Background: an optimization exercise with open tools, aiming at small area. Do not read the settings as production practice.
RTL that was checked went through simulation tests only; none was proved equivalent to the original.
No functional check of the RTL was part of runs 3 to 5.
Power is estimated from default activity; no workload was simulated.

File: flow/design.v
module spi_mtc (
    input             clk,
    input             rst,
    input             cmd0_valid,
    input      [31:0] cmd0_word,
    output            cmd0_ready,
    output            rsp0_valid,
    output     [31:0] rsp0_word,
    input             cmd1_valid,
    input      [31:0] cmd1_word,
    output            cmd1_ready,
    output            rsp1_valid,
    output     [31:0] rsp1_word,
    output            cs_rtc,
    output            cs_sns,
    output            cs_lcd,
    output            lcd_rs,
    output            spi_cpol,
    output            spi_cpha,
    output     [3:0]  spi_clksel,
    output            sh_start,
    output     [7:0]  sh_tx,
    input             sh_done,
    input      [7:0]  sh_rx,
    output            mem_en,
    output            mem_we,
    output     [7:0]  mem_addr,
    output     [7:0]  mem_wdata,
    input      [7:0]  mem_rdata
);
    localparam [3:0] S_IDLE  = 4'd0,  S_PWR   = 4'd1,  S_TCFG  = 4'd2,  S_TSEL  = 4'd3,
                     S_SETUP = 4'd4,  S_XPRE  = 4'd5,  S_XMEM  = 4'd6,  S_WAIT  = 4'd7,
                     S_XPOST = 4'd8,  S_WARM  = 4'd9,  S_HOLD  = 4'd10, S_DESEL = 4'd11,
                     S_SETTLE= 4'd12, S_RESP  = 4'd13;
    reg        pend0, pend1;
    reg [27:0] X, Y;
    reg        sel, owner;
    reg [3:0]  st;
    reg [3:0]  dly;
    reg [5:0]  idx;
    reg        xf;
    reg [1:0]  dev;
    reg        csel;
    reg        rs;
    reg        done;
    reg [7:0]  rxh;
    wire [3:0]  op = X[27:24];
    wire [7:0]  c  = X[23:16];
    wire [7:0]  a  = X[15:8];
    wire [7:0]  b  = X[7:0];
    wire        pend_x = sel ? pend1 : pend0;
    wire cz = ~|c, az = ~|a, bz = ~|b;
    wire op1  = (op == 4'd1);
    wire op2  = (op == 4'd2);
    wire op3  = (op == 4'd3);
    wire op4  = (op == 4'd4);
    wire op5  = (op == 4'd5);
    wire op6  = (op == 4'd6);
    wire op7  = (op == 4'd7);
    wire op8  = (op == 4'd8);
    wire op9  = (op == 4'd9);
    wire op10 = (op == 4'd10);
    wire op11 = (op == 4'd11);
    wire op12 = (op == 4'd12);
    wire op13 = (op == 4'd13);
    wire opblk = op3 | op4;
    wire legal = (op1 & cz) | (op2 & cz & bz) | opblk | op12 |
                 ((op5 | op7 | op8 | op11) & cz & az & bz) |
                 ((op6 | op9 | op10 | op13) & cz & az);
    wire [7:0] bdec;
    wire [8:0] bw;
    assign bw[0] = 1'b1;
    wire [7:0] cinc;
    wire [8:0] cw;
    assign cw[0] = 1'b1;
    wire [8:0] cq;
    assign cq[0] = 1'b0;
    genvar gi;
    generate
        for (gi = 0; gi < 8; gi = gi + 1) begin : g_ar
            assign bdec[gi]  = b[gi] ^ bw[gi];
            assign bw[gi+1]  = ~b[gi] & bw[gi];
            assign cinc[gi]  = c[gi] ^ cw[gi];
            assign cw[gi+1]  = c[gi] & cw[gi];
            assign cq[gi+1]  = (c[gi] & bdec[gi]) | ((c[gi] | bdec[gi]) & cq[gi]);
        end
    endgenerate
    wire c_gt240 = (&c[7:4]) & (|c[3:0]);
    wire a_gt240 = (&a[7:4]) & (|a[3:0]);
    wire b_gt240 = (&b[7:4]) & (|b[3:0]);
    wire b_gt4   = (|b[7:3]) | (b[2] & (b[1] | b[0]));
    wire bad = (opblk & (bz | cq[8])) |
               (op12 & (c_gt240 | a_gt240 | b_gt240)) |
               (op13 & b_gt4);
    wire ok  = legal & ~bad;
    wire bus = ok & ~op6 & ~op13;
    wire owned = (st != S_IDLE);
    wire act   = owned & (sel == owner);
    wire is_rtc = op1 | op2 | opblk | op5;
    wire is_sns = op7 | op8;
    wire [1:0] t_dev = is_rtc ? 2'd0 : is_sns ? 2'd1 : 2'd2;
    wire draw_dat = op12 & xf;
    wire t_rs     = op10 | draw_dat;
    wire need_mem = (op3 & xf) | draw_dat;
    reg [7:0] init_b;
    always @(*) begin
        case (idx[3:0])
            4'd0:    init_b = 8'h39;
            4'd1:    init_b = 8'h39;
            4'd2:    init_b = 8'h1E;
            4'd3:    init_b = 8'h55;
            4'd4:    init_b = 8'h6C;
            4'd5:    init_b = 8'h7F;
            4'd6:    init_b = 8'h0C;
            4'd7:    init_b = 8'h01;
            default: init_b = 8'h06;
        endcase
    end
    wire [7:0] tx_w =
        ({8{(op1 | op2 | opblk) & ~xf}} & {op[0], a[6:0]}) |
        ({8{op5 & ~xf}} & {6'd0, idx[1:0] == 2'd0, idx[1:0] == 2'd1}) |
        ({8{(op1 & xf) | op9 | op10}} & b) |
        ({8{op11}} & init_b) |
        ({8{op12}} & {2'b10, idx[5:4], 4'h0});
    wire in_xpre   = act & (st == S_XPRE);
    wire in_xpost  = act & (st == S_XPOST);
    wire settle_ok = act & (st == S_SETTLE) & dly[3];
    wire in_resp   = act & (st == S_RESP);
    wire sns_last  = (idx[1:0] == 2'd3);
    wire b_one     = (b == 8'd1);
    wire more_x    = ((op1 | op2 | op5) & ~xf) |
                     (opblk & (~xf | ~b_one)) |
                     (op8 & ~sns_last);
    wire line_end  = op12 & rs & (idx[3:0] == 4'd15);
    wire more_t    = (op5 & (idx[1:0] != 2'd2)) |
                     (op11 & (idx[3:0] != 4'd8)) |
                     (op12 & ~(line_end & idx[5:4] == 2'd2));
    wire sh_mem    = (st == S_XMEM);
    assign sh_start = (in_xpre & ~need_mem) | sh_mem;
    assign sh_tx    = sh_mem ? mem_rdata : tx_w;
    assign mem_en    = (in_xpre & need_mem) | (in_xpost & op4 & xf);
    assign mem_we    = (st == S_XPOST);
    assign mem_addr  = c;
    assign mem_wdata = rxh;
    wire shift = (in_xpost & ((op5 & xf & (idx[1:0] != 2'd2)) | (op8 & ~sns_last))) |
                 (settle_ok & line_end);
    wire incc  = in_xpost & ((opblk & xf) | draw_dat);
    wire decb  = in_xpost & opblk & xf;
    wire [23:0] x_next = shift ? {a, b, rxh}
                               : {incc ? cinc : c, a, decb ? bdec : b};
    wire [5:0] iinc;
    wire [6:0] iw;
    assign iw[0] = 1'b1;
    generate
        for (gi = 0; gi < 6; gi = gi + 1) begin : g_ii
            assign iinc[gi] = idx[gi] ^ iw[gi];
            assign iw[gi+1] = idx[gi] & iw[gi];
        end
    endgenerate
    wire [3:0] dinc = {dly[3] ^ (&dly[2:0]), dly[2] ^ (&dly[1:0]), dly[1] ^ dly[0], ~dly[0]};
    wire imm_rsp  = pend_x & ~bus & ~act;
    wire rsp_any  = imm_rsp | in_resp;
    assign rsp0_valid = rsp_any & ~sel;
    assign rsp1_valid = rsp_any & sel;
    assign cmd0_ready = ~pend0 | rsp0_valid;
    assign cmd1_ready = ~pend1 | rsp1_valid;
    wire acc0 = cmd0_valid & cmd0_ready;
    wire acc1 = cmd1_valid & cmd1_ready;
    assign cs_rtc = csel & (dev == 2'd0);
    assign cs_sns = ~(csel & (dev == 2'd1));
    assign cs_lcd = ~(csel & (dev == 2'd2));
    assign lcd_rs = rs;
    assign spi_cpol   = ~dev[0];
    assign spi_cpha   = ~dev[0];
    assign spi_clksel = 4'd0;
    reg [9:0] cr;
    always @(*) begin
        case (b[2:0])
            3'd0:    cr = {dev, 6'd0, ~dev[0], ~dev[0]};
            3'd1:    cr = {8'd0, st == S_WAIT, done};
            3'd2:    cr = {2'd0, rxh};
            3'd3:    cr = {6'd0, lcd_rs, cs_lcd, cs_sns, cs_rtc};
            default: cr = owned ? {2'd0, Y[27:24], 2'b00, owner, 1'b1} : 10'd0;
        endcase
    end
    wire [3:0] fh = b[7:4];
    wire [4:0] f1;
    wire [4:0] f2;
    wire [3:0] k1, k2;
    assign f1[0] = fh[0] ^ b[1];
    assign k1[0] = fh[0] & b[1];
    assign f1[1] = fh[1] ^ b[2] ^ k1[0];
    assign k1[1] = (fh[1] & b[2]) | ((fh[1] | b[2]) & k1[0]);
    assign f1[2] = fh[2] ^ b[3] ^ k1[1];
    assign k1[2] = (fh[2] & b[3]) | ((fh[2] | b[3]) & k1[1]);
    assign f1[3] = fh[3] ^ k1[2];
    assign f1[4] = fh[3] & k1[2];
    assign f2[0] = fh[0] ^ f1[2];
    assign k2[0] = fh[0] & f1[2];
    assign f2[1] = fh[1] ^ f1[3] ^ k2[0];
    assign k2[1] = (fh[1] & f1[3]) | ((fh[1] | f1[3]) & k2[0]);
    assign f2[2] = fh[2] ^ f1[4] ^ k2[1];
    assign k2[2] = (fh[2] & f1[4]) | ((fh[2] | f1[4]) & k2[1]);
    assign f2[3] = fh[3] ^ k2[2];
    assign f2[4] = fh[3] & k2[2];
    wire [7:0] fmt = {f2, f1[1:0], b[0]};
    wire [27:0] data =
        ({28{op2 & act}} & {20'd0, rxh}) |
        ({28{op5 & act}} & {4'd0, a, b, rxh}) |
        ({28{op8 & act}} & {c[5:0], a, b, rxh[7:2]}) |
        ({28{op6 & ok}}  & {20'd0, fmt}) |
        ({28{op13 & ok}} & {18'd0, cr});
    wire [31:0] rsp_word = {2'b00, ~act & legal & bad, ~act & ~legal, data};
    assign rsp0_word = rsp_word;
    assign rsp1_word = rsp_word;
    wire [31:0] in_x = sel ? cmd0_word : cmd1_word;
    wire [31:0] in_y = sel ? cmd1_word : cmd0_word;
    wire        acc_x = sel ? acc0 : acc1;
    wire        acc_y = sel ? acc1 : acc0;
    wire [3:0]  op_in_x = (in_x[27:24] == 4'd0) ? in_x[31:28] : 4'd0;
    wire [3:0]  op_in_y = (in_y[27:24] == 4'd0) ? in_y[31:28] : 4'd0;
    always @(posedge clk) begin
        X <= acc_x ? {op_in_x, in_x[23:0]} : Y;
        Y <= acc_y ? {op_in_y, in_y[23:0]} : {op, x_next};
    end
    always @(posedge clk) begin
        if (rst) begin
            pend0 <= 1'b0;
            pend1 <= 1'b0;
        end else begin
            if (acc0) pend0 <= 1'b1;
            else if (rsp0_valid) pend0 <= 1'b0;
            if (acc1) pend1 <= 1'b1;
            else if (rsp1_valid) pend1 <= 1'b0;
        end
    end
    always @(posedge clk) begin
        dly <= dinc;
        if (rst) begin
            st   <= S_IDLE;
            sel  <= 1'b0;
            dev  <= 2'd3;
            csel <= 1'b0;
            rs   <= 1'b0;
            done <= 1'b0;
            rxh  <= 8'h00;
        end else begin
            sel <= ~sel;
            case (st)
                S_IDLE: begin
                    if (pend_x & bus) begin
                        owner <= sel;
                        idx   <= 6'd0;
                        dly   <= 4'd0;
                        xf    <= 1'b0;
                        if (op11)
                            st <= S_PWR;
                        else if (op7) begin
                            dev  <= 2'd1;
                            done <= 1'b0;
                            st   <= S_RESP;
                        end else
                            st <= S_TCFG;
                    end
                end
                S_PWR: begin
                    if (dly == 4'd15) idx <= iinc;
                    if (act & (idx[3:0] == 4'd10)) begin
                        idx <= 6'd0;
                        st  <= S_TCFG;
                    end
                end
                S_TCFG: if (act) begin
                    dev <= t_dev;
                    if (t_dev == 2'd2) rs <= t_rs;
                    if (~op12) xf <= 1'b0;
                    st  <= S_TSEL;
                end
                S_TSEL: begin
                    csel <= 1'b1;
                    dly  <= 4'd0;
                    st   <= S_SETUP;
                end
                S_SETUP: if (dly[2]) st <= S_XPRE;
                S_XPRE: if (act) begin
                    if (need_mem)
                        st <= S_XMEM;
                    else begin
                        done <= 1'b0;
                        st   <= S_WAIT;
                    end
                end
                S_XMEM: begin
                    done <= 1'b0;
                    st   <= S_WAIT;
                end
                S_WAIT: if (sh_done) begin
                    rxh  <= sh_rx;
                    done <= 1'b1;
                    st   <= S_XPOST;
                end
                S_XPOST: if (act) begin
                    if (op2 | op4 | op5 | op8 | op10 | op12)
                        done <= 1'b0;
                    xf  <= 1'b1;
                    dly <= 4'd0;
                    if (op8) idx <= iinc;
                    if (more_x)
                        st <= (op8 & (idx[1:0] == 2'd0)) ? S_WARM : S_XPRE;
                    else
                        st <= S_HOLD;
                end
                S_WARM: if (dly[3] & dly[2]) st <= S_XPRE;
                S_HOLD: if (dly[2]) st <= S_DESEL;
                S_DESEL: begin
                    csel <= 1'b0;
                    dly  <= 4'd0;
                    st   <= S_SETTLE;
                end
                S_SETTLE: if (settle_ok) begin
                    if (more_t) begin
                        if (~op12 | rs) idx <= iinc;
                        if (line_end) xf <= 1'b0;
                        st <= S_TCFG;
                    end else
                        st <= S_RESP;
                end
                S_RESP: if (act) st <= S_IDLE;
                default: st <= S_IDLE;
            endcase
        end
    end
endmodule
File: flow/flow/run.sh
#!/bin/bash
# Standard ORFS layout, with two changes: ports are buffered with the smallest
# buffer (buf_1) instead of the default pick, and CTS inserts no dummy loads.
set -euo pipefail
bash standard.sh \
  "BUFFER_PORTS_ARGS=-buffer_cell sky130_fd_sc_hd__buf_1" \
  "CTS_ARGS=-sink_clustering_enable -repair_clock_nets -dont_use_dummy_load" \
  finish > orfs_make.log 2>&1
File: flow/standard.sh
#!/bin/bash
# synth_recipe.tcl (not shown) runs the flow's synth.tcl, then flattens the netlist and writes it again
# the make line also repeats each setting of config.mk as NAME=value (left out here)
make -C /OpenROAD-flow-scripts/flow DESIGN_CONFIG=/design/flow/config.mk WORK_HOME=/design/flow/orfs CLKGATE_MAP_FILE= SYNTH_SCRIPT=/design/flow/synth_recipe.tcl "${@:-finish}"
File: flow/config.mk
export PLATFORM = sky130hd
export DESIGN_NAME = spi_mtc
export DESIGN_NICKNAME = spi_mtc
export VERILOG_FILES = /design/flow/design.v
export SDC_FILE = /design/flow/constraint.sdc
export NUM_CORES = 4
export LEC_CHECK = 0
export ABC_AREA = 1
export CAP_MARGIN = 20
export CORE_MARGIN = 2
export CORE_UTILIZATION = 40
export PLACE_DENSITY = 0.6
export SLEW_MARGIN = 20
File: flow/constraint.sdc
create_clock -name core_clock -period 8.0 [get_ports {clk}]
set_input_delay 1.6000 -clock core_clock [delete_from_list [all_inputs] [get_ports {clk}]]
set_output_delay 1.6000 -clock core_clock [all_outputs]
set_load 0.01 [all_outputs]
==> impl_metrics.tcl, run 1 <==
set metrics [dict create \
    cp.arrival_ps 3960 \
    postSynth.asyncResetShare_pct 0 \
    grt_busiest_layer "met1" \
    grtUsageMet2_pct 38.4 \
    setup.worst_path.class "reg2out" \
    wl_mm 24.4 \
    drive_gt1_share_pct 5.55 \
    synth_largest_area_cell "dfxtp_1" \
    hold_depth 1 \
    yosysSeqAreaShare_pct 27.7 \
    finClkSkew_ps 20.9 \
    layout_commonest_cell "nand2_1" \
    crit_fanout 7 \
    core_sq_um 17400 \
    drcViolationCount 0 \
    r2r_cells 24 \
    ys_ff_latch 95 \
    combPwrFrac_pct 46.5 \
    seq_power_share_pct 35.1 \
    cts_setup_buffers 0 \
    synth_edf_count 8 \
    clock_latency_ps 360 \
    hold_viol 0 \
    synth-main-ff-cell "dfxtp_1" \
    grt_pass1_vias 6950 \
    preCtsSetupSlack_ps 2910 \
    crit_path_cell_trace "inv_2 -> ha_1 -> ha_1 -> ha_1 -> ha_1 -> ha_1 -> ha_1 -> xor2_1 -> or2_2 -> nand2_1 -> nand2_1 -> nand2_1 -> nand2_1 -> nor2_1 -> nand2_1 -> inv_1 -> a21oi_1 -> o21ai_0 -> buf_1" \
    diodes 0 \
    finalSetupTns_ps 0 \
    timing.final.ws_setup_ps 2440 \
    clk_path_buf_depth 2 \
    max_stage_delay_ps 540 \
    max_freq_mhz 180 \
    worst_slew_pin_slew_ps 905 \
    core.rowCount 48 \
    rsz0062_at_grt "false" \
    pwr-share-clk_pct 18.4 \
    die_h_um 138 \
    critical-path-slowest-cell "dfxtp_1" \
    fin_crit_ps 5560 \
    p_leak_nw 3.54 \
    grt_pass1_wl_mm 37.8 \
    htreeDepth 3 \
    dr.pass1.iters 8 \
    maxSlewHeadroom_pct 39.4 \
    cap_violations 0 \
    cp_common_cell "ha_1" \
    nFillCells 1938 \
    io-pin-count 190 \
    hold_class "reg2reg" \
    synth_fa_ha_area_share_pct 6.36 \
    ys_types 50 \
    cts_made_buffers 9 \
    synth_compound_area_share_pct 18.2 \
    die_w_um 138 \
    outcome "complete, no violations" \
    via_per_inst 5.38 \
    intPower_mw 1.10 \
    hp-start "dly[0]" \
    place_inst 1441 \
    cts_tree "done" \
    port_buffers 181 \
    drt_iter0_markers 656 \
    grt_max_degree 67 \
    final_cell_mix "304 x nand2_1, 181 x buf_1, 110 x nor2_1" \
    p_sw_uw 909 \
    cts.sinks 95 \
    cts_hold_buf 0 \
    synth_xor_area_share_pct 0.734 \
    critPathCaptureType "output port" \
    initial_core_util_pct 41.1 \
    overflow 0 \
    fin_nets 1347 \
    wl_per_cell_um 16.8 \
    drv_slew 0 \
    post_cts_resized 0 \
    reg2reg_to "Y[24]" \
    worstPathRequired_ps 6400 \
    min_to "dly[0]" \
    gp_congestion 0.985 \
    syn_inst 1111 \
    synth-simple-area-share_pct 32.2 \
    synth_top_family_by_area "simple AND/OR/NAND/NOR gates" \
    netSwitchingFraction_pct 45.1 \
    dieArea_sq_um 19000 \
    synth_top_area_share_pct 24.3 \
    antenna_found_initial 0 \
    synth_area_sq_um 7160 \
    power_density_nw_per_um2 256 \
    cts.reportedPaths.clkPinSlew_ps 70 \
    peakVddDrop_mv 0.115 \
    drtAntennaViolNets 0 \
    final-setup-viol-count 0 \
    yosys_warnings 1 \
    r2r_start "X[0]" \
    synth_area_leaders "dfxtp_1 24%, nand2_1 16%, nor2_1 5.8%" \
    clockRootBuffer "clkbuf_16" \
    use_met1_pct 38.8 \
    grtUsageTotal_pct 26.0 \
    synth_mux_area_share_pct 0 \
    final_cells 1451 \
    vias 7811 \
    period_share_pct 69.5 \
    syn_to_final_growth_pct 9.72 \
    avgSynthCellArea_sq_um 6.45 \
    r2r_slack_ps 3480 \
    startpoint_type "flip-flop" \
    dpl.hpwl_mm 18.9 \
    use_met3_pct 4.71 \
]
layer usage:
metal	share of wire [%]	wire [um]
met1	47	11600
met2	42	10100
met3	9.5	2330
met4	1.5	368
met5	0	0
cells in the mapped netlist (3+ instances only):
cell      instances
clkbuf_1         20
buf_1             9
a31oi_1          30
nor4_1            4
buf_2             4
buf_4            48
o21ai_1           8
o21ai_0          68
inv_2            23
nand3_1          69
edfxtp_1          8
nand2_2          10
xnor2_1           3
a22oi_1           3
o221ai_1          8
xor2_1            3
nand3b_1          3
o32ai_1           4
o211ai_1         20
buf_6             6
a21oi_1          37
fa_1              4
ha_1             30
a221oi_1          3
nor2_2            4
nand4_1          10
nor2_1          110
dfxtp_1          87
nor3_1           11
o22ai_1          26
inv_1           109
or2_2             3
nand2_1         304
how the worst max path moves through the flow:
stage | start | to | slack (ps) | depth (start not counted)
finish | X[0] | rsp1_word[5] | 2440 | 19
global route | X[0] | rsp1_word[5] | 2220 | 19
detailed placement | X[0] | rsp1_word[4] | 2910 | 19
global placement | X[0] | rsp1_word[8] | 2970 | 19
floorplan | X[2] | rsp1_word[1] | 3190 | 17
CTS | X[0] | rsp1_word[5] | 2510 | 19
power by group through the flow:
stage          clock, mW  sequential, mW  combinational [mW]
2_1_floorplan          0           0.680               0.699
3_3_place_gp           0           0.711               0.930
3_5_place_dp           0           0.715               0.921
4_1_cts            0.380           0.705               0.926
5_1_grt            0.397           0.720                1.05
6_report           0.371           0.707               0.936
stage by stage:
stage,hold WS (ps),util (%),instance area (sq um),power [mW]
6_report,421,45.1,7860,2.01
2_1_floorplan,395,-,7190,1.38
5_1_grt,439,45.1,7860,2.17
3_5_place_dp,418,43.8,7620,1.64
3_3_place_gp,416,43.8,7620,1.64
4_1_cts,426,45.1,7850,2.01
cell families after synthesis:
kind of cell,Yosys count
simple gates,539
buf+inv,220
compound gates,216
flops,95
fa+ha+maj,34
xor+xnor,6
other cells,1
area by class of cell:
| cell class | count | area, sq um | share of cell area, % |
|---|---|---|---|
| Timing Repair Buffer | 186 | 717 | 9.13 |
| Tap cell | 225 | 282 | 3.58 |
| Multi-Input combinational cell | 803 | 4150 | 52.8 |
| Inverter | 133 | 499 | 6.35 |
| Clock buffer | 9 | 225 | 2.87 |
| Sequential cell | 95 | 1980 | 25.2 |
registers in the layout (all words and copies together) (netlist names), named ones only:
signal	flops
pend1	1
rxh	8
sel	1
done	1
X	28
dly	4
pend0	1
dev	2
rs	1
owner	1
xf	1
st	4
idx	6
csel	1
Y	28
critical path: cells and delay by family (launching register included):
kind / cells / cell delay (ps)
DFF: 1 / 540
AOI/OAI and AO/OA: 2 / 230
adders and majority gates: 6 / 1280
xor gates and xnor gates: 1 / 170
buffers and inverters: 3 / 520
and+or+nand+nor: 7 / 880
==> inputs of run 2 (changes only) <==
--- a/flow/design.v
+++ b/flow/design.v
@@ -30,6 +30,4 @@
 );
-    localparam [3:0] S_IDLE  = 4'd0,  S_PWR   = 4'd1,  S_TCFG  = 4'd2,  S_TSEL  = 4'd3,
-                     S_SETUP = 4'd4,  S_XPRE  = 4'd5,  S_XMEM  = 4'd6,  S_WAIT  = 4'd7,
-                     S_XPOST = 4'd8,  S_WARM  = 4'd9,  S_HOLD  = 4'd10, S_DESEL = 4'd11,
-                     S_SETTLE= 4'd12, S_RESP  = 4'd13;
+    localparam [2:0] S_IDLE = 3'd0, S_PRE  = 3'd1, S_XMEM = 3'd2, S_WAIT = 3'd3,
+                     S_XPOST = 3'd4, S_POST = 3'd5, S_RESP = 3'd6;
     reg        pend0, pend1;
@@ -37,6 +35,6 @@
     reg        sel, owner;
-    reg [3:0]  st;
+    reg [2:0]  st;
     reg [3:0]  dly;
     reg [5:0]  idx;
-    reg        xf;
+    reg        xf;       
     reg [1:0]  dev;
@@ -69,2 +67,26 @@
                  ((op6 | op9 | op10 | op13) & cz & az);
+    wire owned = (st != S_IDLE);
+    wire act   = owned & (sel == owner);
+    wire in_pre   = act & (st == S_PRE);
+    wire in_xpost = act & (st == S_XPOST);
+    wire in_post  = act & (st == S_POST);
+    wire in_resp  = act & (st == S_RESP);
+    wire sns_last = (idx[1:0] == 2'd3);
+    wire b_one    = (b == 8'd1);
+    wire draw_dat = op12 & rs;
+    wire need_mem = (op3 & xf) | draw_dat;
+    wire line_end = draw_dat & (idx[3:0] == 4'd15);
+    wire more_x   = ((op1 | op2 | op5) & ~xf) |
+                    (opblk & (~xf | ~b_one)) |
+                    (op8 & ~sns_last);
+    wire more_t   = (op5 & (idx[1:0] != 2'd2)) |
+                    (op11 & (idx[3:0] != 4'd8)) |
+                    (op12 & ~(line_end & idx[5:4] == 2'd2));
+    wire powering = op11 & ~xf;
+    wire warm     = op8 & (idx[1:0] == 2'd1);
+    wire go_x     = in_pre & csel & dly[2] & (~warm | dly[3]);
+    wire shift    = (in_xpost & ((op5 & xf & (idx[1:0] != 2'd2)) | (op8 & ~sns_last))) |
+                    (in_post & ~csel & dly[3] & line_end);
+    wire incc     = in_xpost & ((opblk & xf) | draw_dat);
+    wire decb     = in_xpost & opblk & xf;
     wire [7:0] bdec;
@@ -74,3 +96,3 @@
     wire [8:0] cw;
-    assign cw[0] = 1'b1;
+    assign cw[0] = incc;
     wire [8:0] cq;
@@ -96,24 +118,17 @@
     wire bus = ok & ~op6 & ~op13;
-    wire owned = (st != S_IDLE);
-    wire act   = owned & (sel == owner);
     wire is_rtc = op1 | op2 | opblk | op5;
     wire is_sns = op7 | op8;
-    wire [1:0] t_dev = is_rtc ? 2'd0 : is_sns ? 2'd1 : 2'd2;
-    wire draw_dat = op12 & xf;
-    wire t_rs     = op10 | draw_dat;
-    wire need_mem = (op3 & xf) | draw_dat;
-    reg [7:0] init_b;
-    always @(*) begin
-        case (idx[3:0])
-            4'd0:    init_b = 8'h39;
-            4'd1:    init_b = 8'h39;
-            4'd2:    init_b = 8'h1E;
-            4'd3:    init_b = 8'h55;
-            4'd4:    init_b = 8'h6C;
-            4'd5:    init_b = 8'h7F;
-            4'd6:    init_b = 8'h0C;
-            4'd7:    init_b = 8'h01;
-            default: init_b = 8'h06;
-        endcase
-    end
+    wire is_lcd = op9 | op10 | op11 | op12;
+    wire [2:0] jl = idx[2:0];
+    wire [7:0] jd = {jl == 3'd7, jl == 3'd6, jl == 3'd5, jl == 3'd4,
+                     jl == 3'd3, jl == 3'd2, jl == 3'd1, jl == 3'd0};
+    wire [7:0] init_b = idx[3] ? 8'h06 :
+        {1'b0,
+         jd[3] | jd[4] | jd[5],
+         jd[0] | jd[1] | jd[4] | jd[5],
+         jd[0] | jd[1] | jd[2] | jd[3] | jd[5],
+         jd[0] | jd[1] | jd[2] | jd[4] | jd[5] | jd[6],
+         jd[2] | jd[3] | jd[4] | jd[5] | jd[6],
+         jd[2] | jd[5],
+         jd[0] | jd[1] | jd[3] | jd[5] | jd[7]};
     wire [7:0] tx_w =
@@ -124,19 +139,6 @@
         ({8{op12}} & {2'b10, idx[5:4], 4'h0});
-    wire in_xpre   = act & (st == S_XPRE);
-    wire in_xpost  = act & (st == S_XPOST);
-    wire settle_ok = act & (st == S_SETTLE) & dly[3];
-    wire in_resp   = act & (st == S_RESP);
-    wire sns_last  = (idx[1:0] == 2'd3);
-    wire b_one     = (b == 8'd1);
-    wire more_x    = ((op1 | op2 | op5) & ~xf) |
-                     (opblk & (~xf | ~b_one)) |
-                     (op8 & ~sns_last);
-    wire line_end  = op12 & rs & (idx[3:0] == 4'd15);
-    wire more_t    = (op5 & (idx[1:0] != 2'd2)) |
-                     (op11 & (idx[3:0] != 4'd8)) |
-                     (op12 & ~(line_end & idx[5:4] == 2'd2));
     wire sh_mem    = (st == S_XMEM);
-    assign sh_start = (in_xpre & ~need_mem) | sh_mem;
+    assign sh_start = (go_x & ~need_mem) | sh_mem;
     assign sh_tx    = sh_mem ? mem_rdata : tx_w;
-    assign mem_en    = (in_xpre & need_mem) | (in_xpost & op4 & xf);
+    assign mem_en    = (go_x & need_mem) | (in_xpost & op4 & xf);
     assign mem_we    = (st == S_XPOST);
@@ -144,8 +146,3 @@
     assign mem_wdata = rxh;
-    wire shift = (in_xpost & ((op5 & xf & (idx[1:0] != 2'd2)) | (op8 & ~sns_last))) |
-                 (settle_ok & line_end);
-    wire incc  = in_xpost & ((opblk & xf) | draw_dat);
-    wire decb  = in_xpost & opblk & xf;
-    wire [23:0] x_next = shift ? {a, b, rxh}
-                               : {incc ? cinc : c, a, decb ? bdec : b};
+    wire [23:0] x_next = shift ? {a, b, rxh} : {cinc, a, decb ? bdec : b};
     wire [5:0] iinc;
@@ -175,2 +172,3 @@
     assign spi_clksel = 4'd0;
+    wire busy = (st == S_WAIT);
     reg [9:0] cr;
@@ -179,3 +177,3 @@
             3'd0:    cr = {dev, 6'd0, ~dev[0], ~dev[0]};
-            3'd1:    cr = {8'd0, st == S_WAIT, done};
+            3'd1:    cr = {8'd0, busy, done & ~busy};
             3'd2:    cr = {2'd0, rxh};
@@ -253,53 +251,30 @@
                         idx   <= 6'd0;
-                        dly   <= 4'd0;
                         xf    <= 1'b0;
-                        if (op11)
-                            st <= S_PWR;
-                        else if (op7) begin
-                            dev  <= 2'd1;
-                            done <= 1'b0;
-                            st   <= S_RESP;
-                        end else
-                            st <= S_TCFG;
-                    end
-                end
-                S_PWR: begin
-                    if (dly == 4'd15) idx <= iinc;
-                    if (act & (idx[3:0] == 4'd10)) begin
-                        idx <= 6'd0;
-                        st  <= S_TCFG;
-                    end
-                end
-                S_TCFG: if (act) begin
-                    dev <= t_dev;
-                    if (t_dev == 2'd2) rs <= t_rs;
-                    if (~op12) xf <= 1'b0;
-                    st  <= S_TSEL;
-                end
-                S_TSEL: begin
-                    csel <= 1'b1;
-                    dly  <= 4'd0;
-                    st   <= S_SETUP;
-                end
-                S_SETUP: if (dly[2]) st <= S_XPRE;
-                S_XPRE: if (act) begin
-                    if (need_mem)
-                        st <= S_XMEM;
-                    else begin
-                        done <= 1'b0;
-                        st   <= S_WAIT;
+                        dly   <= 4'd0;
+                        dev   <= is_rtc ? 2'd0 : is_sns ? 2'd1 : 2'd2;
+                        if (is_lcd) rs <= op10;
+                        st    <= op7 ? S_RESP : S_PRE;
                     end
                 end
-                S_XMEM: begin
-                    done <= 1'b0;
-                    st   <= S_WAIT;
+                S_PRE: if (act) begin
+                    if (~csel) begin
+                        if (powering) begin
+                            if (dly[3:1] == 3'b111) idx <= iinc;
+                            if (idx[3:0] == 4'd10) begin
+                                idx <= 6'd0;
+                                xf  <= 1'b1;
+                            end
+                        end else begin
+                            csel <= 1'b1;
+                            dly  <= 4'd0;
+                        end
+                    end else if (go_x)
+                        st <= need_mem ? S_XMEM : S_WAIT;
                 end
+                S_XMEM: st <= S_WAIT;
                 S_WAIT: if (sh_done) begin
-                    rxh  <= sh_rx;
-                    done <= 1'b1;
-                    st   <= S_XPOST;
+                    rxh <= sh_rx;
+                    st  <= S_XPOST;
                 end
                 S_XPOST: if (act) begin
-                    if (op2 | op4 | op5 | op8 | op10 | op12)
-                        done <= 1'b0;
                     xf  <= 1'b1;
@@ -307,23 +282,24 @@
                     if (op8) idx <= iinc;
-                    if (more_x)
-                        st <= (op8 & (idx[1:0] == 2'd0)) ? S_WARM : S_XPRE;
-                    else
-                        st <= S_HOLD;
+                    st  <= more_x ? S_PRE : S_POST;
                 end
-                S_WARM: if (dly[3] & dly[2]) st <= S_XPRE;
-                S_HOLD: if (dly[2]) st <= S_DESEL;
-                S_DESEL: begin
-                    csel <= 1'b0;
-                    dly  <= 4'd0;
-                    st   <= S_SETTLE;
+                S_POST: if (act) begin
+                    if (csel) begin
+                        if (dly[2]) begin
+                            csel <= 1'b0;
+                            dly  <= 4'd0;
+                        end
+                    end else if (dly[3]) begin
+                        if (more_t) begin
+                            if (~op12 | rs) idx <= iinc;
+                            if (op12) rs <= ~line_end;
+                            xf <= op11;
+                            st <= S_PRE;
+                        end else
+                            st <= S_RESP;
+                    end
                 end
-                S_SETTLE: if (settle_ok) begin
-                    if (more_t) begin
-                        if (~op12 | rs) idx <= iinc;
-                        if (line_end) xf <= 1'b0;
-                        st <= S_TCFG;
-                    end else
-                        st <= S_RESP;
+                S_RESP: if (act) begin
+                    done <= op1 | op3 | op9 | op11;
+                    st   <= S_IDLE;
                 end
-                S_RESP: if (act) st <= S_IDLE;
                 default: st <= S_IDLE;
==> impl_metrics.tcl, run 2 <==
set metrics [dict create \
    outcome "complete, no violations" \
    drive_gt1_share_pct 3.68 \
    fin_nets 1292 \
    synth_largest_area_cell "dfxtp_1" \
    grt_max_degree 67 \
    cts.sinks 87 \
    io-pin-count 190 \
    cts_tree "done" \
    critPathCaptureType "output port" \
    grtUsageTotal_pct 25.0 \
    cts_made_buffers 9 \
    wl_per_cell_um 16.2 \
    power_density_nw_per_um2 239 \
    worst_slew_pin_slew_ps 857 \
    intPower_mw 1.00 \
    rsz0062_at_grt "false" \
    dieArea_sq_um 17900 \
    final_area_sq_um 7410 \
    syn_inst 1057 \
    initial_core_util_pct 40.8 \
    drt_iter0_markers 551 \
    post_cts_resized 0 \
    drcViolationCount 0 \
    dr.pass1.iters 5 \
    die_h_um 134 \
    cts.reportedPaths.clkPinSlew_ps 70 \
    via_per_inst 5.29 \
    crit_fanout 8 \
    drv_slew 0 \
    final_cell_mix "310 x nand2_1, 181 x buf_1, 113 x inv_1" \
    setup.worst_path.class "reg2out" \
    netSwitchingFraction_pct 43.5 \
    layout_commonest_cell "nand2_1" \
    clock_latency_ps 350 \
    core.rowCount 47 \
    synth-main-ff-cell "dfxtp_1" \
    synth_edf_count 8 \
    maxSlewHeadroom_pct 42.5 \
    synth_top_area_share_pct 23.5 \
    finClkSkew_ps 19.4 \
    core_sq_um 16500 \
    grt_pass1_wl_mm 35.5 \
    cap_violations 0 \
    yosysSeqAreaShare_pct 27.0 \
    gp_congestion 0.960 \
    avgSynthCellArea_sq_um 6.38 \
    synth_common_cells "310 x nand2_1, 114 x inv_1, 97 x nor2_1, 79 x dfxtp_1, 70 x o21ai_0" \
    postSynth.asyncResetShare_pct 0 \
    clockRootBuffer "clkbuf_16" \
    ys_ff_latch 87 \
    place_inst 1381 \
    vias 7358 \
    diodes 0 \
    synthMostInstantiatedCell "nand2_1" \
    hold_viol 0 \
    p_sw_uw 771 \
    fin_crit_ps 5590 \
    synth_area_leaders "dfxtp_1 23%, nand2_1 17%, inv_1 6.3%" \
    overflow 0 \
    cp.arrival_ps 3990 \
    finalSetupTns_ps 0 \
    worstPathRequired_ps 6400 \
    antenna_found_initial 0 \
    wl_mm 22.5 \
    p_leak_nw 3.41 \
    cts_setup_buffers 0 \
    peakVddDrop_mv 0.118 \
    pwr-share-clk_pct 20.3 \
    cts_hold_buf 0 \
    port_buffers 181 \
    hold_class "reg2reg" \
    period_share_pct 69.8 \
    clk_path_buf_depth 2 \
    nFillCells 1873 \
    htreeDepth 3 \
    largestRegisters "X x28, Y x28, rxh x8" \
    place_area_sq_um 7190 \
    die_w_um 134 \
    dpl.hpwl_mm 17.5 \
    ys_types 53 \
    p_total_mw 1.77 \
    combPwrFrac_pct 43.6 \
    drtAntennaViolNets 0 \
    seq_power_share_pct 36.2 \
    final-setup-viol-count 0 \
    grt_pass1_vias 6544 \
    startpoint_type "flip-flop" \
    syn_to_final_growth_pct 9.93 \
    final_cells 1390 \
    utilization_pct 44.9 \
    synth_area_sq_um 6740 \
    yosys_warnings 1 \
    max_freq_mhz 179 \
]
run 2: changes by cell type after synthesis, sizes merged, moves of 4 or more:
| cell | before | now |
|---|---|---|
| dfxtp | 87 | 79 |
| a211oi | 1 | 5 |
| nor2 | 116 | 105 |
| o211ai | 20 | 8 |
| nand3 | 72 | 62 |
| o21ai | 77 | 71 |
| a21oi | 37 | 41 |
| inv | 132 | 118 |
| clkbuf | 20 | 29 |
| buf | 67 | 59 |
run 2: cell families after synthesis:
family	count (synthesis)	synth area share [%]
simple gates	515	31.9
compound gates	205	18.1
flops	87	27.0
mux	1	0.167
fa+ha+maj	35	6.94
xor+xnor	6	0.779
other cells	1	0.0556
buf+inv	207	15.0
run 2: cell type report:
type | count | area, sq um | area share (%)
clock buffer | 9 | 225 | 3.04
timing repair buffer | 185 | 709 | 9.57
multi-input combinational | 770 | 3930 | 53.1
inverter | 119 | 447 | 6.03
sequential | 87 | 1820 | 24.6
tap | 220 | 275 | 3.71
run 2: metal layers:
layer	part of all wire [%]	vias up	wire length (um)	GRT usage [%]
met3	6.8	40	1540	4.16
met2	45	298	10200	39.0
met1	46	3368	10400	35.5
met5	0	-	0	0
met4	2.1	0	472	7.74
li1	-	3652	-	-
run 2: final timing paths:
| check | start | endpoint | slack [ps] | cells past startpoint |
|---|---|---|---|---|
| max | X[0] | rsp0_word[6] | 2410 | 20 |
| min reg2reg | Y[12] | X[12] | 460 | 2 |
| min | Y[12] | X[12] | 460 | 2 |
| max reg2reg | X[0] | Y[27] | 3670 | 24 |
run 2: through the flow:
step	hold slack [ps]	setup slack (ps)
floorplan	436	3280
global placement	452	2910
detailed placement	457	2850
CTS	457	2450
global route	482	1990
finish	456	2410
run 2: power by group through the flow:
stage	logic, mW	registers, mW	clock network, mW
after floorplan	0.570	0.615	0
after global placement	0.767	0.648	0
after detailed placement	0.760	0.649	0
after CTS	0.765	0.640	0.368
after global routing	0.874	0.654	0.385
final	0.773	0.641	0.360
run 2: critical path, stage by stage, from the launching register on:
cell and delay [ps]:
dfxtp_1 550, inv_1 210, ha_1 300, nand2_4 100, inv_1 90, ha_1 190, ha_1 180, ha_1 180
ha_1 190, xnor2_1 210, nand2_1 70, o21ai_0 70, inv_1 50, nand2_1 70, nand2_1 50, nand2_1 80
nand2_1 70, nor2_1 160, nand2_1 180, o21ai_0 440, buf_1 200
==> inputs of run 3 (changes only) <==
--- a/flow/design.v
+++ b/flow/design.v
@@ -146,3 +146,3 @@
     assign mem_wdata = rxh;
-    wire [23:0] x_next = shift ? {a, b, rxh} : {cinc, a, decb ? bdec : b};
+    wire [7:0]  bmod   = b ^ ({8{decb}} & bw[7:0]);
     wire [5:0] iinc;
@@ -213,11 +213,16 @@
     assign rsp1_word = rsp_word;
-    wire [31:0] in_x = sel ? cmd0_word : cmd1_word;
-    wire [31:0] in_y = sel ? cmd1_word : cmd0_word;
-    wire        acc_x = sel ? acc0 : acc1;
-    wire        acc_y = sel ? acc1 : acc0;
-    wire [3:0]  op_in_x = (in_x[27:24] == 4'd0) ? in_x[31:28] : 4'd0;
-    wire [3:0]  op_in_y = (in_y[27:24] == 4'd0) ? in_y[31:28] : 4'd0;
+    wire [27:0] w0 = {cmd0_word[31:28] & {4{cmd0_word[27:24] == 4'd0}}, cmd0_word[23:0]};
+    wire [27:0] w1 = {cmd1_word[31:28] & {4{cmd1_word[27:24] == 4'd0}}, cmd1_word[23:0]};
+    wire xs0 = sel & acc0;
+    wire xs1 = ~sel & acc1;
+    wire xh  = ~(xs0 | xs1);
+    wire ys0 = ~sel & acc0;
+    wire ys1 = sel & acc1;
+    wire yh  = ~(ys0 | ys1);
+    wire ysh = yh & shift;
+    wire ym  = yh & ~shift;
     always @(posedge clk) begin
-        X <= acc_x ? {op_in_x, in_x[23:0]} : Y;
-        Y <= acc_y ? {op_in_y, in_y[23:0]} : {op, x_next};
+        X <= ({28{xs0}} & w0) | ({28{xs1}} & w1) | ({28{xh}} & Y);
+        Y <= ({28{ys0}} & w0) | ({28{ys1}} & w1) |
+             {{4{yh}} & op, ({24{ysh}} & {a, b, rxh}) | ({24{ym}} & {cinc, a, bmod})};
     end
==> flow/flow/run.sh (replaced) <==
#!/bin/bash
# Standard ORFS layout, with three changes: ports are buffered with the
# smallest buffer (buf_1) instead of the default pick, CTS inserts no dummy
# loads, and after placement resizing, cells on paths with slack are sized
# down (repair_timing -recover_power).
set -euo pipefail
bash standard.sh \
  "BUFFER_PORTS_ARGS=-buffer_cell sky130_fd_sc_hd__buf_1" \
  "CTS_ARGS=-sink_clustering_enable -repair_clock_nets -dont_use_dummy_load" \
  "POST_RESIZE_TCL=$PWD/flow/recover.tcl" \
  finish > orfs_make.log 2>&1
==> flow/flow/recover.tcl (new file) <==
# Downsize cells on paths with positive slack (area recovery).
repair_timing -recover_power 100
--- a/flow/config.mk
+++ b/flow/config.mk
@@ -7,3 +7,3 @@
 export LEC_CHECK = 0
-export ABC_AREA = 1
+export ABC_AREA = 0
 export CAP_MARGIN = 20
==> impl_metrics.tcl, run 3 <==
set metrics [dict create \
    drtAntennaViolNets 0 \
    synth_xor_area_share_pct 2.03 \
    wl_mm 22.1 \
    initial_core_util_pct 40.8 \
    final_cell_mix "181 x buf_1, 124 x nand2_1, 79 x dfxtp_1" \
    synth-simple-area-share_pct 21.8 \
    drive_gt1_share_pct 3.61 \
    avgSynthCellArea_sq_um 7.80 \
    crit_fanout 10 \
    largestRegisters "X x28, Y x28, rxh x8" \
    worst_slew_pin_slew_ps 1110 \
    die_w_um 131 \
    io-pin-count 190 \
    cts_tree "done" \
    dieArea_sq_um 17200 \
    cts_hold_buf 0 \
    fin_crit_ps 6470 \
    cts.reportedPaths.clkPinSlew_ps 60 \
    htreeDepth 3 \
    post_cts_resized 0 \
    synth_top_family_by_area "compound AO/OA/AOI/OAI gates" \
    final_cells 1160 \
    synth_edf_count 8 \
    port_buffers 181 \
    intPower_uw 959 \
    hold_viol 0 \
    grt_pass1_wl_mm 34.8 \
    p_leak_nw 2.76 \
    fin_nets 1066 \
    nFillCells 1687 \
    layout_commonest_cell "buf_1" \
    peakVddDrop_mv 0.108 \
    ys_ff_latch 87 \
    wl_per_cell_um 19.0 \
    syn_inst 829 \
    synth_mux_area_share_pct 2.48 \
    p_sw_uw 667 \
    grt_max_degree 34 \
    place_inst 1150 \
    drcViolationCount 0 \
    antenna_found_initial 1 \
    dr.pass1.iters 6 \
    setup.worst_path.class "reg2out" \
    overflow 0 \
    drt_iter0_markers 647 \
    synth-main-ff-cell "dfxtp_1" \
    period_share_pct 80.8 \
    synth_area_leaders "dfxtp_1 24%, nand2_1 7.2%, ha_1 6.2%" \
    core.rowCount 46 \
    synth_compound_area_share_pct 26.3 \
    cts.sinks 87 \
    power_density_nw_per_um2 228 \
    seq_power_share_pct 40.5 \
    clk_path_buf_depth 2 \
    vias 6611 \
    pwr-share-clk_pct 22.4 \
    max_freq_mhz 155 \
    via_per_inst 5.70 \
    core_sq_um 15800 \
    synthMostInstantiatedCell "nand2_1" \
    cts_setup_buffers 0 \
    utilization_pct 45.2 \
    finalSetupTns_ps 0 \
    r2r_cells 17 \
    final-setup-viol-count 0 \
    grtUsageTotal_pct 25.4 \
    cap_violations 0 \
    cts_made_buffers 9 \
    drv_slew 0 \
    finClkSkew_ps 20.4 \
    syn_to_final_growth_pct 10.6 \
    synth_common_cells "124 x nand2_1, 79 x dfxtp_1, 56 x nor2_1, 52 x inv_1, 49 x a21oi_1" \
    worstPathRequired_ps 6400 \
    critPathCaptureType "output port" \
    dpl.hpwl_mm 17.0 \
    combPwrFrac_pct 37.2 \
    outcome "complete, no violations" \
    clock_latency_ps 360 \
    ys_types 79 \
    startpoint_type "flip-flop" \
    yosysSeqAreaShare_pct 28.2 \
    synth_top_area_share_pct 24.5 \
    postSynth.asyncResetShare_pct 0 \
    synth_largest_area_cell "dfxtp_1" \
    die_h_um 131 \
    synth_fa_ha_area_share_pct 7.76 \
    gp_congestion 0.963 \
    cp.arrival_ps 4870 \
    synth_area_sq_um 6460 \
    hold_depth 2 \
    rsz0062_at_grt "false" \
    maxSlewHeadroom_pct 25.9 \
    grt_pass1_vias 6169 \
    hold_class "reg2reg" \
    clockRootBuffer "clkbuf_16" \
    netSwitchingFraction_pct 41.0 \
    yosys_warnings 1 \
]
[run 3: final timing paths]
path	startpoint	to	slack, ps
setup reg to reg	X[0]	Y[20]	3010
setup / recovery	X[0]	rsp0_word[9]	1530
hold reg to reg	Y[15]	X[15]	410
hold / removal	Y[15]	X[15]	410
[run 3: critical path, cell delays in order (launching register included)]
cell and delay [ps]:
dfxtp_1 530, inv_1 170, ha_1 240, inv_1 140, nor2_1 80, ha_1 200
ha_1 210, ha_1 210, ha_1 210, xor2_1 170, a222oi_1 310, nand2_1 90
o21bai_1 180, a211oi_1 480, nand4_1 460, o41ai_1 620, buf_1 200
[run 3: final cells by class]
cell class | instances | area (sq um) | area share, %
well taps | 216 | 270 | 3.78
multi-input cells | 605 | 3900 | 54.5
flip-flops and latches | 87 | 1820 | 25.5
clock buffers | 9 | 225 | 3.15
repair buffers | 190 | 736 | 10.3
inverters | 52 | 195 | 2.73
diodes | 1 | 2.50 | 0.0350
[run 3: power by group through the flow]
stage | clock network, mW | registers (mW) | logic, mW
floorplan | 0 | 0.604 | 0.469
global placement | 0 | 0.662 | 0.598
detailed placement | 0 | 0.664 | 0.594
CTS | 0.369 | 0.655 | 0.598
global route | 0.389 | 0.671 | 0.674
finish | 0.364 | 0.658 | 0.605
[run 3: routing by layer]
metal / up-vias / track usage, % / wire (um) / part of all wire [%]
li1: 3179 / - / - / -
met1: 3059 / 36.8 / 10400 / 47
met2: 341 / 38.0 / 9500 / 43
met3: 32 / 5.71 / 1780 / 8.1
met4: 0 / 6.88 / 420 / 1.9
met5: - / 0 / 0 / 0
[run 3: logic make-up after synthesis]
family	after synthesis
other	1
multiplexers	16
AND/OR/NAND/NOR	289
AO/OA/AOI/OAI	239
flip-flops	87
XOR/XNOR	15
buffers and inverters	144
adder cells (fa/ha/maj)	38
[run 3: through the flow]
stage	total power, mW	setup WS [ps]	hold slack, ps	instance area, sq um
floorplan	1.07	2700	395	6490
global placement	1.26	2450	404	6960
detailed placement	1.26	2020	407	6910
CTS	1.62	1630	412	7140
global route	1.73	1150	443	7150
finish	1.63	1530	413	7150
==> inputs of run 4 (changes only) <==
--- a/flow/config.mk
+++ b/flow/config.mk
@@ -11,2 +11,5 @@
 export CORE_UTILIZATION = 40
+export CTS_BUF_LIST = sky130_fd_sc_hd__clkbuf_8
+export CTS_CLUSTER_DIAMETER = 200
+export CTS_CLUSTER_SIZE = 50
 export PLACE_DENSITY = 0.6
==> impl_metrics.tcl, run 4 <==
set metrics [dict create \
    outcome "complete, no violations" \
    core.rowCount 46 \
    synth_xor_area_share_pct 2.03 \
    cts.sinks 87 \
    cap_violations 0 \
    synth_area_sq_um 6460 \
    p_leak_nw 2.76 \
    dieArea_sq_um 17200 \
    drv_slew 0 \
    io-pin-count 190 \
    port_buffers 181 \
    final_cells 1160 \
    overflow 0 \
    seq_power_share_pct 40.5 \
    rsz0062_at_grt "false" \
    synth-simple-area-share_pct 21.8 \
    die_h_um 131 \
    post_cts_resized 0 \
    synth_edf_count 8 \
    cp.arrival_ps 4870 \
    cts.reportedPaths.clkPinSlew_ps 60 \
    vias 6611 \
    drive_gt1_share_pct 3.61 \
    cp_common_cell "ha_1" \
    place_area_sq_um 6910 \
    final_area_sq_um 7150 \
    combPwrFrac_pct 37.2 \
    cts_setup_buffers 0 \
    power_density_nw_per_um2 228 \
    intPower_uw 959 \
    critical-path-slowest-cell "o41ai_1" \
    worst_slew_pin_slew_ps 1110 \
    critPathCaptureType "output port" \
    crit_path_cell_trace "inv_1 -> ha_1 -> inv_1 -> nor2_1 -> ha_1 -> ha_1 -> ha_1 -> ha_1 -> xor2_1 -> a222oi_1 -> nand2_1 -> o21bai_1 -> a211oi_1 -> nand4_1 -> o41ai_1 -> buf_1" \
    dpl.hpwl_mm 17.0 \
    synth_largest_area_cell "dfxtp_1" \
    yosysSeqAreaShare_pct 28.2 \
    grtUsageTotal_pct 25.4 \
    antenna_found_initial 1 \
    fin_nets 1066 \
    finalSetupTns_ps 0 \
    synth_fa_ha_area_share_pct 7.76 \
    final_cell_mix "181 x buf_1, 124 x nand2_1, 79 x dfxtp_1" \
    finClkSkew_ps 20.4 \
    postSynth.asyncResetShare_pct 0 \
    via_per_inst 5.70 \
    maxSlewHeadroom_pct 25.9 \
    netSwitchingFraction_pct 41.0 \
    p_total_mw 1.63 \
    avgSynthCellArea_sq_um 7.80 \
    final-setup-viol-count 0 \
    ys_types 79 \
    synth_top_area_share_pct 24.5 \
    largestRegisters "X x28, Y x28, rxh x8" \
    synth-main-ff-cell "dfxtp_1" \
    cts_tree "done" \
    synth_top_family_by_area "compound AO/OA/AOI/OAI gates" \
    cts_hold_buf 0 \
    gp_congestion 0.963 \
    drcViolationCount 0 \
    max_freq_mhz 155 \
    synth_compound_area_share_pct 26.3 \
    die_w_um 131 \
    wl_mm 22.1 \
    cts_made_buffers 9 \
    grt_pass1_wl_mm 34.8 \
    clockRootBuffer "clkbuf_16" \
    preCtsSetupSlack_ps 2020 \
    synthMostInstantiatedCell "nand2_1" \
    drt_iter0_markers 647 \
    syn_inst 829 \
    peakVddDrop_mv 0.108 \
    clock_latency_ps 360 \
    ys_ff_latch 87 \
    yosys_warnings 1 \
    dr.pass1.iters 6 \
    hold_class "reg2reg" \
    wl_per_cell_um 19.0 \
    p_sw_uw 667 \
    grt_pass1_vias 6169 \
    drtAntennaViolNets 0 \
    grt_max_degree 34 \
    place_inst 1150 \
    synth_common_cells "124 x nand2_1, 79 x dfxtp_1, 56 x nor2_1, 52 x inv_1, 49 x a21oi_1" \
    pwr-share-clk_pct 22.4 \
    layout_commonest_cell "buf_1" \
    clk_path_buf_depth 2 \
    max_stage_delay_ps 620 \
    crit_fanout 10 \
    initial_core_util_pct 40.8 \
    timing.final.ws_setup_ps 1530 \
    period_share_pct 80.8 \
    setup.worst_path.class "reg2out" \
    worstPathRequired_ps 6400 \
    syn_to_final_growth_pct 10.6 \
    fin_crit_ps 6470 \
    startpoint_type "flip-flop" \
    htreeDepth 3 \
    synth_mux_area_share_pct 2.48 \
    core_sq_um 15800 \
    synth_area_leaders "dfxtp_1 24%, nand2_1 7.2%, ha_1 6.2%" \
    utilization_pct 45.2 \
    hold_viol 0 \
    fin_hold_ws_ps 413 \
]
-- run 4: power by group through the flow --
stage / clock, mW / combinational, mW / sequential [mW]
floorplan: 0 / 0.469 / 0.604
global placement: 0 / 0.598 / 0.662
detailed placement: 0 / 0.594 / 0.664
CTS: 0.369 / 0.598 / 0.655
global route: 0.389 / 0.674 / 0.671
finish: 0.364 / 0.605 / 0.658
-- run 4: cell families (layout without fill, tap and decap cells) --
family,count (synthesis),after routing
AND/OR/NAND/NOR,289,289
adder cells (fa/ha/maj),38,38
other,1,9
buffers and inverters,144,251
flip-flops,87,87
XOR/XNOR,15,15
multiplexers,16,16
AO/OA/AOI/OAI,239,239
-- run 4: worst paths after layout --
check | startpoint | endpoint | slack [ps] | depth (start not counted)
setup / recovery | X[0] | rsp0_word[9] | 1530 | 16
hold / removal | Y[15] | X[15] | 410 | 2
setup reg to reg | X[0] | Y[20] | 3010 | 17
hold reg to reg | Y[15] | X[15] | 410 | 2
-- run 4: area by class of cell --
type                            count  area, sq um
Inverter                           52          195
Antenna cell                        1         2.50
Fill cell                        1687         8680
Multi-Input combinational cell    605         3900
Clock buffer                        9          225
Sequential cell                    87         1820
Tap cell                          216          270
Timing Repair Buffer              190          736
-- run 4: routing by layer --
layer / vias up / track usage [%] / wire length (um)
li1: 3179 / - / -
met1: 3059 / 36.8 / 10400
met2: 341 / 38.0 / 9500
met3: 32 / 5.71 / 1780
met4: 0 / 6.88 / 420
met5: - / 0 / 0
-- run 4: critical path: cells and delay by family, from the launching register on --
| kind | cells | cell delay (ps) |
|---|---|---|
| AOI/OAI and AO/OA | 4 | 1590 |
| adders and majority gates | 5 | 1070 |
| and+or+nand+nor | 3 | 630 |
| DFF | 1 | 530 |
| buffers and inverters | 3 | 510 |
| xor gates and xnor gates | 1 | 170 |
==> inputs of run 5 (changes only) <==
--- a/flow/config.mk
+++ b/flow/config.mk
@@ -11,5 +11,4 @@
 export CORE_UTILIZATION = 40
-export CTS_BUF_LIST = sky130_fd_sc_hd__clkbuf_8
-export CTS_CLUSTER_DIAMETER = 200
-export CTS_CLUSTER_SIZE = 50
+export CTS_BUF_LIST = sky130_fd_sc_hd__clkbuf_4
+export CTS_CLUSTER_SIZE = 30
 export PLACE_DENSITY = 0.6
==> impl_metrics.tcl, run 5 <==
set metrics [dict create \
    synth_edf_count 8 \
    netSwitchingFraction_pct 41.0 \
    grtUsageTotal_pct 25.4 \
    drv_slew 0 \
    die_h_um 131 \
    drtAntennaViolNets 0 \
    io-pin-count 190 \
    period_share_pct 80.8 \
    place_inst 1150 \
    synth_top_area_share_pct 24.5 \
    intPower_uw 959 \
    critical-path-slowest-cell "o41ai_1" \
    power_density_nw_per_um2 228 \
    utilization_pct 45.2 \
    crit_fanout 10 \
    grt_pass1_wl_mm 34.8 \
    seq_power_share_pct 40.5 \
    place_area_sq_um 6910 \
    pwr-share-clk_pct 22.4 \
    crit_path_cell_trace "inv_1 -> ha_1 -> inv_1 -> nor2_1 -> ha_1 -> ha_1 -> ha_1 -> ha_1 -> xor2_1 -> a222oi_1 -> nand2_1 -> o21bai_1 -> a211oi_1 -> nand4_1 -> o41ai_1 -> buf_1" \
    cap_violations 0 \
    cts_hold_buf 0 \
    largestRegisters "X x28, Y x28, rxh x8" \
    cts_tree "done" \
    crit_family "compound AO/OA/AOI/OAI gates" \
    multiInputGateArea_sq_um 3900 \
    dpl.hpwl_mm 17.0 \
    rsz0062_at_grt "false" \
    drcViolationCount 0 \
    grt_max_degree 34 \
    preCtsSetupSlack_ps 2020 \
    via_per_inst 5.70 \
    htreeDepth 3 \
    fin_crit_ps 6470 \
    finClkSkew_ps 20.4 \
    vias 6611 \
    post_cts_resized 0 \
    clk_path_buf_depth 2 \
    p_leak_nw 2.76 \
    cts_setup_buffers 0 \
    syn_inst 829 \
    clock_latency_ps 360 \
    wl_per_cell_um 19.0 \
    dr.pass1.iters 6 \
    hold_viol 0 \
    synthMostInstantiatedCell "nand2_1" \
    peakVddDrop_mv 0.108 \
    p_sw_uw 667 \
    worstPathRequired_ps 6400 \
    finalSetupTns_ps 0 \
    seqCellArea_sq_um 1820 \
    cp.arrival_ps 4870 \
    synth_common_cells "124 x nand2_1, 79 x dfxtp_1, 56 x nor2_1, 52 x inv_1, 49 x a21oi_1" \
    wl_mm 22.1 \
    yosysSeqAreaShare_pct 28.2 \
    max_stage_delay_ps 620 \
    combPwrFrac_pct 37.2 \
    worst_slew_pin_slew_ps 1110 \
    cts.sinks 87 \
    layout_commonest_cell "buf_1" \
    postSynth.asyncResetShare_pct 0 \
    crit_buf_inv 3 \
    yosys_warnings 1 \
    timing.final.ws_setup_ps 1530 \
    final_cells 1160 \
    drive_gt1_share_pct 3.61 \
    setup.worst_path.class "reg2out" \
    maxSlewHeadroom_pct 25.9 \
    cts.reportedPaths.clkPinSlew_ps 60 \
    die_w_um 131 \
    core.rowCount 46 \
    synth-main-ff-cell "dfxtp_1" \
    drt_iter0_markers 647 \
    dieArea_sq_um 17200 \
    clockRootBuffer "clkbuf_16" \
    final_cell_mix "181 x buf_1, 124 x nand2_1, 79 x dfxtp_1" \
    ys_types 79 \
    cp_common_cell "ha_1" \
    port_buffers 181 \
    cts_made_buffers 9 \
    synth_area_sq_um 6460 \
    fin_nets 1066 \
    antenna_found_initial 1 \
    final_area_sq_um 7150 \
    nFillCells 1687 \
    final-setup-viol-count 0 \
    hold_class "reg2reg" \
    max_freq_mhz 155 \
    grt_pass1_vias 6169 \
    overflow 0 \
    outcome "complete, no violations" \
    synth_area_leaders "dfxtp_1 24%, nand2_1 7.2%, ha_1 6.2%" \
    gp_congestion 0.963 \
    core_sq_um 15800 \
    startpoint_type "flip-flop" \
    critPathCaptureType "output port" \
    ys_ff_latch 87 \
    avgSynthCellArea_sq_um 7.80 \
    syn_to_final_growth_pct 10.6 \
    synth_largest_area_cell "dfxtp_1" \
    initial_core_util_pct 40.8 \
]
==> run 5: cell counts after synthesis <==
Identical to the previous run, type by type.
==> run 5: tightest hold or removal path, cell delays in order, from the launching register on <==
cell	delay, ps
dfxtp_1	300
nand2_1	40
nand2_1	50
==> run 5: final cells by class <==
type	instances	share of cell area, %
multi-input combinational	605	54.5
clock buffer	9	3.15
sequential	87	25.5
tap	216	3.78
antenna	1	0.0350
timing repair buffer	190	10.3
inverter	52	2.73
==> run 5: cells by family (layout without fill, tap and decap cells) <==
logic type	count (synthesis)	after routing	share of synthesized area, %
flops	87	87	28.2
compound gates	239	239	26.3
xor+xnor	15	15	2.03
fa+ha+maj	38	38	7.76
simple gates	289	289	21.8
other cells	1	9	0.0580
mux	16	16	2.48
buf+inv	144	251	11.4
==> run 5: metrics by stage <==
step           hold WS, ps  power (mW)
2_1_floorplan          395        1.07
3_3_place_gp           404        1.26
3_5_place_dp           407        1.26
4_1_cts                412        1.62
5_1_grt                443        1.73
6_report               413        1.63
==> run 5: worst paths after layout <==
path / start / endpoint / slack (ps) / cells after the start
min reg2reg: Y[15] / X[15] / 410 / 2
max reg2reg: X[0] / Y[20] / 3010 / 17
min: Y[15] / X[15] / 410 / 2
max: X[0] / rsp0_word[9] / 1530 / 16
==> run 5: per-layer routing <==
layer  vias up  wire length [um]  global-route usage [%]
met4         0               420                    6.88
met2       341              9500                    38.0
met5         -                 0                       0
met1      3059             10400                    36.8
li1       3179                 -                       -
met3        32              1780                    5.71
==> run 5: power groups by stage <==
stage                     Combinational (mW)  Clock, mW  Sequential (mW)
after global placement                 0.598          0            0.662
after global routing                   0.674      0.389            0.671
after detailed placement               0.594          0            0.664
final                                  0.605      0.364            0.658
after floorplan                        0.469          0            0.604
after CTS                              0.598      0.369            0.655
==> inputs of run 6 (changes only) <==
--- a/flow/design.v
+++ b/flow/design.v
@@ -33,3 +33,4 @@
     reg        pend0, pend1;
-    reg [27:0] X, Y;
+    reg [27:0] Xn, Y;    
+    wire [27:0] X = ~Xn;
     reg        sel, owner;
@@ -224,3 +225,3 @@
     always @(posedge clk) begin
-        X <= ({28{xs0}} & w0) | ({28{xs1}} & w1) | ({28{xh}} & Y);
+        Xn <= ~(({28{xs0}} & w0) | ({28{xs1}} & w1) | ({28{xh}} & Y));
         Y <= ({28{ys0}} & w0) | ({28{ys1}} & w1) |
==> flow/flow/run.sh (replaced) <==
#!/bin/bash
# Standard ORFS layout with these changes:
#  - ports are buffered with the smallest buffer (buf_1)
#  - CTS inserts no dummy loads; extra CTS options come from flow/cts_extra
#  - after placement resizing, cells on paths with slack are sized down
#    (flow/recover.tcl)
# Each ORFS step keeps its own log under orfs/logs; make's output goes to
# orfs_make.log.
set -euo pipefail
W=$PWD
rm -rf "$W/scripts_abc"
cp -r "$FLOW_HOME/scripts" "$W/scripts_abc"
cp "$W/flow/abc.script" "$W/scripts_abc/abc_speed.script"
CTS="-sink_clustering_enable -repair_clock_nets -dont_use_dummy_load"
if [[ -f "$W/flow/cts_extra" ]]; then CTS="$CTS $(cat "$W/flow/cts_extra")"; fi
bash standard.sh \
  "SCRIPTS_DIR=$W/scripts_abc" \
  "BUFFER_PORTS_ARGS=-buffer_cell sky130_fd_sc_hd__buf_1" \
  "CTS_ARGS=$CTS" \
  "POST_RESIZE_TCL=$W/flow/recover.tcl" \
  finish > orfs_make.log 2>&1
==> flow/flow/abc.script (new file) <==
strash
&get -n
&st
&syn2
&dch -f
&nf -R 1000 -p -a
&put
topo
==> flow/flow/cts_extra (new file) <==
-buf_list sky130_fd_sc_hd__clkbuf_8 -sink_clustering_size 50 -sink_clustering_max_diameter 200
--- a/flow/config.mk
+++ b/flow/config.mk
@@ -11,4 +11,2 @@
 export CORE_UTILIZATION = 40
-export CTS_BUF_LIST = sky130_fd_sc_hd__clkbuf_4
-export CTS_CLUSTER_SIZE = 30
 export PLACE_DENSITY = 0.6
==> impl_metrics.tcl, run 6 <==
set metrics [dict create \
    outcome "complete, no violations" \
    hold_viol 0 \
    post_cts_resized 0 \
    rsz0062_at_grt "false" \
    grtUsageMet2_pct 44.0 \
    hold_class "reg2reg" \
    synth_common_cells "96 x nand2_1, 79 x dfxtp_1, 66 x nor2_1, 61 x a21oi_1, 45 x o21ai_0" \
    gp_congestion 0.919 \
    peakVddDrop_mv 0.104 \
    io-pin-count 190 \
    syn_inst 714 \
    p_sw_uw 520 \
    grt_busiest_layer "met2" \
    ys_types 51 \
    drive_gt1_share_pct 2.16 \
    yosys_warnings 1 \
    min_to "Xn[19]" \
    max_freq_mhz 159 \
    dr.pass1.iters 9 \
    utilization_pct 47.1 \
    nFillCells 1455 \
    grt_max_degree 31 \
    yosysSeqAreaShare_pct 31.7 \
    synth-main-ff-cell "dfxtp_1" \
    core.rowCount 43 \
    port_buffers 181 \
    finalSetupTns_ps 0 \
    cp.arrival_ps 6530 \
    cts_hold_buf 0 \
    layout_commonest_cell "buf_1" \
    core_sq_um 13900 \
    antenna_found_initial 0 \
    combPwrFrac_pct 33.2 \
    seq_power_share_pct 47.7 \
    dieArea_sq_um 15300 \
    synth_edf_count 8 \
    r2r_cells 22 \
    grt_pass1_wl_mm 31.7 \
    die_w_um 124 \
    maxSlewHeadroom_pct 28.6 \
    htreeDepth 3 \
    place_inst 1050 \
    period_share_pct 78.9 \
    startpoint_type "flip-flop" \
    hp-start "Y[19]" \
    worst_slew_pin_slew_ps 1070 \
    setup.worst_path.class "reg2reg" \
    power_density_nw_per_um2 200 \
    cap_violations 0 \
    timing.final.ws_setup_ps 1690 \
    finClkSkew_ps 40.9 \
    synth_area_leaders "dfxtp_1 28%, ha_1 7.0%, nand2_1 6.3%" \
    final-setup-viol-count 0 \
    r2r_start "Xn[2]" \
    cts.sinks 87 \
    drtAntennaViolNets 0 \
    clock_latency_ps 400 \
    drt_iter0_markers 638 \
    synth_largest_area_cell "dfxtp_1" \
    initial_core_util_pct 41.2 \
    via_per_inst 5.98 \
    avgSynthCellArea_sq_um 8.04 \
    r2r_slack_ps 1690 \
    synth_area_sq_um 5740 \
    diodes 0 \
    fin_crit_ps 6310 \
    grtUsageTotal_pct 27.1 \
    hold_depth 1 \
    syn_to_final_growth_pct 14.3 \
    grt_pass1_vias 5803 \
    wl_per_cell_um 19.6 \
    preCtsSetupSlack_ps 1570 \
    startpoint "Xn[2]" \
    use_met3_pct 5.27 \
    synthMostInstantiatedCell "nand2_1" \
    cts_made_buffers 9 \
    fin_nets 1002 \
    overflow 0 \
    clk_path_buf_depth 2 \
    worstPathRequired_ps 8220 \
    crit_fanout 29 \
    intPower_uw 794 \
    cts_setup_buffers 0 \
    postSynth.asyncResetShare_pct 0 \
    die_h_um 124 \
    vias 6328 \
    drv_slew 0 \
    drcViolationCount 0 \
    use_met1_pct 35.8 \
    wl_mm 20.8 \
    dpl.hpwl_mm 15.5 \
    clockRootBuffer "clkbuf_8" \
    final_cells 1059 \
    synth_top_area_share_pct 27.5 \
    cts.reportedPaths.clkPinSlew_ps 100 \
    reg2reg_to "Xn[1]" \
    critPathCaptureType "flip-flop" \
    netSwitchingFraction_pct 39.6 \
    pwr-share-clk_pct 19.1 \
    final_cell_mix "181 x buf_1, 96 x nand2_1, 79 x dfxtp_1" \
    ys_ff_latch 87 \
    largestRegisters "Xn x28, Y x28, rxh x8" \
    cts_tree "done" \
    p_leak_nw 2.33 \
]
==> run 6: cell count changes in the layout (fill, tap and decap cells not counted), sizes merged, moves of 13 or more <==
| cell | previous run | this run |
|---|---|---|
| mux2i | 16 | 3 |
| a22oi | 20 | 4 |
| a21o | 14 | 1 |
| nand2 | 124 | 96 |
| clkinv | 0 | 31 |
| inv | 52 | 0 |
==> run 6: kinds of logic after synthesis <==
family,after synthesis,share of synthesized area (%)
flops,87,31.7
buf+inv,70,7.13
compound gates,246,29.7
fa+ha+maj,36,8.37
other cells,1,0.0653
xor+xnor,13,1.98
mux,3,0.523
simple gates,258,20.5
==> run 6: stage by stage <==
stage	hold slack [ps]	power, mW	area (sq um)
after floorplan	380	0.900	5770
after global placement	382	1.06	6440
after detailed placement	387	1.06	6420
after CTS	391	1.31	6550
after global routing	396	1.41	6560
final	391	1.31	6560
==> run 6: layout make-up <==
| cell class | count | area [sq um] | area share, % |
|---|---|---|---|
| inverters | 31 | 116 | 1.77 |
| well taps | 180 | 225 | 3.43 |
| multi-input cells | 564 | 3560 | 54.2 |
| flip-flops and latches | 87 | 1820 | 27.8 |
| clock buffers | 9 | 124 | 1.89 |
| repair buffers | 188 | 719 | 11.0 |
==> run 6: critical path, cell delays in order (launching register included) <==
cell and delay [ps]:
dfxtp_1 760, nand2_1 190, clkinv_1 110, ha_1 170, ha_1 170, ha_1 180, ha_1 190, xor2_1 200
a22oi_1 90, o21ai_0 80, o211ai_1 140, a21oi_1 300, nand2_1 150, nor3_1 160, nor3_1 70, or2_0 240
nor2b_1 140, nand2b_1 200, and3_1 190, clkbuf_2 440, nor2_1 970, clkbuf_1 690, a21oi_1 270
==> run 6: per-layer routing <==
metal | part of all wire, % | up-vias | wire length (um)
met5 | 0 | - | 0
met2 | 48 | 281 | 9890
met4 | 2.6 | 0 | 546
met1 | 42 | 2996 | 8820
li1 | - | 3010 | -
met3 | 7.3 | 41 | 1520
==> run 6: worst max path at each step <==
| stage | cells after the start | endpoint | slack, ps |
|---|---|---|---|
| 2_1_floorplan | 24 | Y[23] | 2930 |
| 3_3_place_gp | 25 | Y[23] | 2680 |
| 5_1_grt | 22 | Xn[1] | 1200 |
| 6_report | 22 | Xn[1] | 1690 |
| 4_1_cts | 22 | Xn[1] | 1500 |
| 3_5_place_dp | 22 | Xn[1] | 1570 |
==> run 6: power by group through the flow <==
stage	clock, mW	combinational [mW]	sequential (mW)
floorplan	0	0.310	0.591
global placement	0	0.431	0.632
detailed placement	0	0.432	0.633
CTS	0.255	0.435	0.624
global route	0.272	0.496	0.637
finish	0.251	0.436	0.626

Check on run 6: ideal ports give 1.691 ns setup slack; a clkbuf_16 on the clock port and buf_2 on the inputs give 1.691 ns; moving port delays by the midpoint clock arrival (0.414 ns) as well gives 1.691 ns.
